Background: an optimization exercise with open tools, aiming at small area. Do not read the settings as production practice. Only simulation tests tie the RTL to the original design; equivalence was not proved. Power and IR drop assume default switching activity.

run 1:
==> flow/design.v (excerpt) <==
module ccsds_framer (
    input  wire         clk,
    input  wire         rst,           
    input  wire         rx_valid,
    input  wire [1:0]   rx_kind,       
    input  wire [7:0]   rx_data,
    output wire         rx_ready,
    input  wire         stop_req,
    output wire         tx_valid,
    input  wire         tx_ready,
    input  wire         tx_open,
    output wire         tx_eos,
    output wire [2:0]   tx_version,
    output wire         tx_type,
    output wire         tx_shf,
    output wire [10:0]  tx_apid,
    output wire [1:0]   tx_seqflags,
    output wire [13:0]  tx_seqcnt,
    output wire [15:0]  tx_dlen,
    output wire [31:0]  tx_sh_week,
    output wire [31:0]  tx_sh_ms,
    output wire [5:0]   tx_ud_len,
    output wire [495:0] tx_ud,         
    output wire [15:0]  tx_checksum,
    output wire [2:0]   state,
    output wire [3:0]   err_cause,
    output wire [1:0]   err_phase,
    output wire [16:0]  err_count,
    output wire         done,
    output wire         fault
);
    localparam [2:0] S_HDR    = 3'd0,
                     S_BODY   = 3'd1,
                     S_EMIT   = 3'd2,
                     S_STOP   = 3'd3,
                     S_FAULT  = 3'd4;
    localparam [2:0] C_TRUNC     = 3'd1,
                     C_CHECKSUM  = 3'd3,
                     C_CHCLOSED  = 3'd4,
                     C_UNDERLEN  = 3'd5,
                     C_IOFAIL    = 3'd6,
                     C_TOOLONG   = 3'd7;
    localparam W = 32 + 6 + 62*8 + 16;     
  ...
Size: ~9100 cells after synthesis, ~2800 flip-flops, ~96000 sq um of cells after synthesis.
Settings: LEC_CHECK=0, CAP_MARGIN=10, CORE_MARGIN=2, CORE_UTILIZATION=80, PLACE_DENSITY=0.86, SLEW_MARGIN=10, SYNTH_HIERARCHICAL=1; clock period 10.0 ns.
standard.sh (not shown) runs the stock make flow with config.mk's settings and CLKGATE_MAP_FILE= SYNTH_SCRIPT=/design/flow/synth_recipe.tcl, a recipe that flattens the netlist after the stock synthesis.
==> flow/flow/run.sh <==
#!/bin/bash
# Standard ORFS layout (the standard.sh) with two changes:
#  - ports are buffered with the smallest buffer (buf_1)
#  - CTS: clkbuf_16 root, clkbuf_8 elsewhere, sink clusters of up to 20
#    within 60 um, and no dummy loads
# make's full output goes to flow_make.log; ORFS keeps each tool's log under orfs/logs.
set -euo pipefail
cd "$(dirname "$0")/.."
bash standard.sh \
  "BUFFER_PORTS_ARGS=-buffer_cell sky130_fd_sc_hd__buf_1" \
  "CTS_ARGS=-sink_clustering_enable -repair_clock_nets -dont_use_dummy_load -buf_list {sky130_fd_sc_hd__clkbuf_8} -root_buf sky130_fd_sc_hd__clkbuf_16 -sink_clustering_size 20 -sink_clustering_max_diameter 60" \
  finish > flow_make.log 2>&1
Every stage of the flow completed for run 1, and the final layout passed the timing, design-rule and antenna checks.
Here is what was changed in the inputs of run 2 compared with run 1.
Settings: PLACE_DENSITY: 0.86 -> 0.72; CORE_UTILIZATION: 80 -> 65; CAP_MARGIN: 10 -> 20; SLEW_MARGIN: 10 -> 20.
- Between run 2 and run 1, the final critical-path share of the clock period is lower for run 2.
- Going from run 1 to run 2, the final area was found to have gone up by 0.56%.
- Looking at clock period minus final worst setup slack, run 2 sits 0.46 ns below run 1.
- The relative area change from synthesis to final layout in run 2 was higher than what run 1 gave.
- Relative to run 1, the total number of cells along the worst setup path of run 2 is lower by 4.
- Per the comparison of run 2 with run 1, overall die width grew by 11%, wire length went up by about 2.7%, slew at the pin with the worst max-slew slack down 0.057 ns, routed metal-1 wirelength saw an increase, total negative setup slack neither gained nor lost much.
- Run 2 against run 1; number of clock buffer instances in the layout is up by a few percent.
- A master of the slowest instance on the critical path of sky130_fd_sc_hd__inv_8 is what run 2 shows, while sky130_fd_sc_hd__buf_4 belongs to run 1.
Setup changes, run 2 to run 3
Settings: PLACE_DENSITY: 0.72 -> 0.86; CORE_UTILIZATION: 65 -> 80.
[summary]
Non-clock buffer count in the final layout of run 3 is on par with run 2.
Compared run 3 vs run 2, and global-route wire length before repair is down in run 3.
Lower proportion of total power due to net switching was reported by run 2, not run 3.
Run 2 → run 3: worst hold slack increased 0.0086 ns, via count of the first global-routing pass increased 1461.
Reported for run 2 and run 3, post-cts repair resize count turned out identical to the last digit.
[compare] base=run 2 new=run 3: switching power of the nets climbed about 0.64%; die area dropped 28000 sq um.
Changes in run 4 relative to run 3:
Settings: a change of CORE_UTILIZATION from 80 to 65; a change of PLACE_DENSITY from 0.86 to 0.72.
==> flow/flow/run.sh <==
#!/bin/bash
# Standard ORFS layout (the standard.sh) with two changes:
#  - ports are buffered with the smallest buffer (buf_1)
#  - CTS: clkbuf_16 root, clkbuf_8 elsewhere, sink clusters of up to 16
#    within 50 um, and no dummy loads
# make's full output goes to flow_make.log; ORFS keeps each tool's log under orfs/logs.
set -euo pipefail
cd "$(dirname "$0")/.."
bash standard.sh \
  "BUFFER_PORTS_ARGS=-buffer_cell sky130_fd_sc_hd__buf_1" \
  "CTS_ARGS=-sink_clustering_enable -repair_clock_nets -dont_use_dummy_load -buf_list {sky130_fd_sc_hd__clkbuf_8} -root_buf sky130_fd_sc_hd__clkbuf_16 -sink_clustering_size 16 -sink_clustering_max_diameter 50" \
  finish > flow_make.log 2>&1
==> comparison <==
Run 4 reached the final stage; the timing, design-rule and antenna checks on its layout passed. Worst hold slack in run 4 vs run 3: down 0.021 ns. Run 3 reports its capturing element of the worst setup path as hd[383]$_DFF_P_ while run 4 reports x1[345]$_DFF_P_. Looking at run 4 and run 3, the average cell area after synthesis is a wash. Core box area was higher in the run labelled run 4. Slew at the pin closest to its max-slew limit: run 4 and run 3 compared, higher one is run 3. Run 4 reports its master of the slowest instance on the critical path as sky130_fd_sc_hd__inv_8 while run 3 reports sky130_fd_sc_hd__buf_4. On total power, run 4 does worse than run 3. In the flow results for run 4 and run 3, the worst path arrival time is larger on run 3. Run 4 against run 3; number of global-route vias before repair is down slightly.
--- input diff run 4..run 5 ---
Settings: PLACE_DENSITY now 0.86, was 0.72; CORE_UTILIZATION now 80, was 65.
Findings:
- Comparing run 5 with run 4, the number of nets in the final layout came out essentially unchanged.
- Between run 5 and run 4, the difference in number of buffers other than clock buffers in the final layout is negligible.
- For the floorplan die width, run 5 came in 9.8% lower than run 4 did.
- Compared run 5 vs run 4, and clock buffer count is down in run 5.
- Run 5 vs. run 4: combinational power went up by about 2%.
- Run 5 vs run 4: wire length of the first global-routing pass down in run 5
- Sequential standard cell area: run 5 vs run 4 identical
- For run 4, the type of the setup path with the least slack was input port to flip-flop, unlike run 5, where it was flip-flop to flip-flop.

[separate check: timing with driven ports]
No port has a modelled driver above. Below, the same layouts with a new extraction and two added sets of constraints. Step 1 (the two cells are an assumption about what drives the block):
set clk [get_ports {clk}]
set_driving_cell -lib_cell sky130_fd_sc_hd__clkbuf_16 $clk
set_driving_cell -lib_cell sky130_fd_sc_hd__buf_2 [delete_from_list [all_inputs] $clk]
Step 2, shift: input delay + t, output delay - t, t = (earliest + latest rising clock arrival at the registers) / 2. This alone moves slack from input paths to output paths. Slacks: ideal ports / drivers / drivers and shift; pairs: ideal ports / drivers.
| run | t (ns) | setup WS [ns] | hold WS [ns] | clock arrival spread, ns | slew at the worst register clock pin (ns) |
|---|---|---|---|---|---|
| run 1 | 0.865 | 4.340 / 4.340 / 3.580 | 0.430 / 0.430 / 0.430 | 0.073 / 0.074 | 0.12 / 0.12 |
| run 2 | 0.862 | 4.800 / 4.866 / 4.004 | 0.421 / 0.421 / 0.421 | 0.102 / 0.102 | 0.12 / 0.12 |
| run 3 | 0.865 | 4.340 / 4.340 / 3.580 | 0.430 / 0.430 / 0.430 | 0.073 / 0.074 | 0.12 / 0.12 |
| run 4 | 0.842 | 4.773 / 4.838 / 3.996 | 0.409 / 0.409 / 0.409 | 0.122 / 0.121 | 0.10 / 0.10 |
| run 5 | 0.886 | 4.318 / 4.318 / 3.563 | 0.457 / 0.457 / 0.457 | 0.062 / 0.062 | 0.10 / 0.10 |
After both steps every run listed still meets setup and hold. For run 2, which loses most, drivers alone change the setup slack by +0.066 ns; drivers and shift together by -0.796 ns.
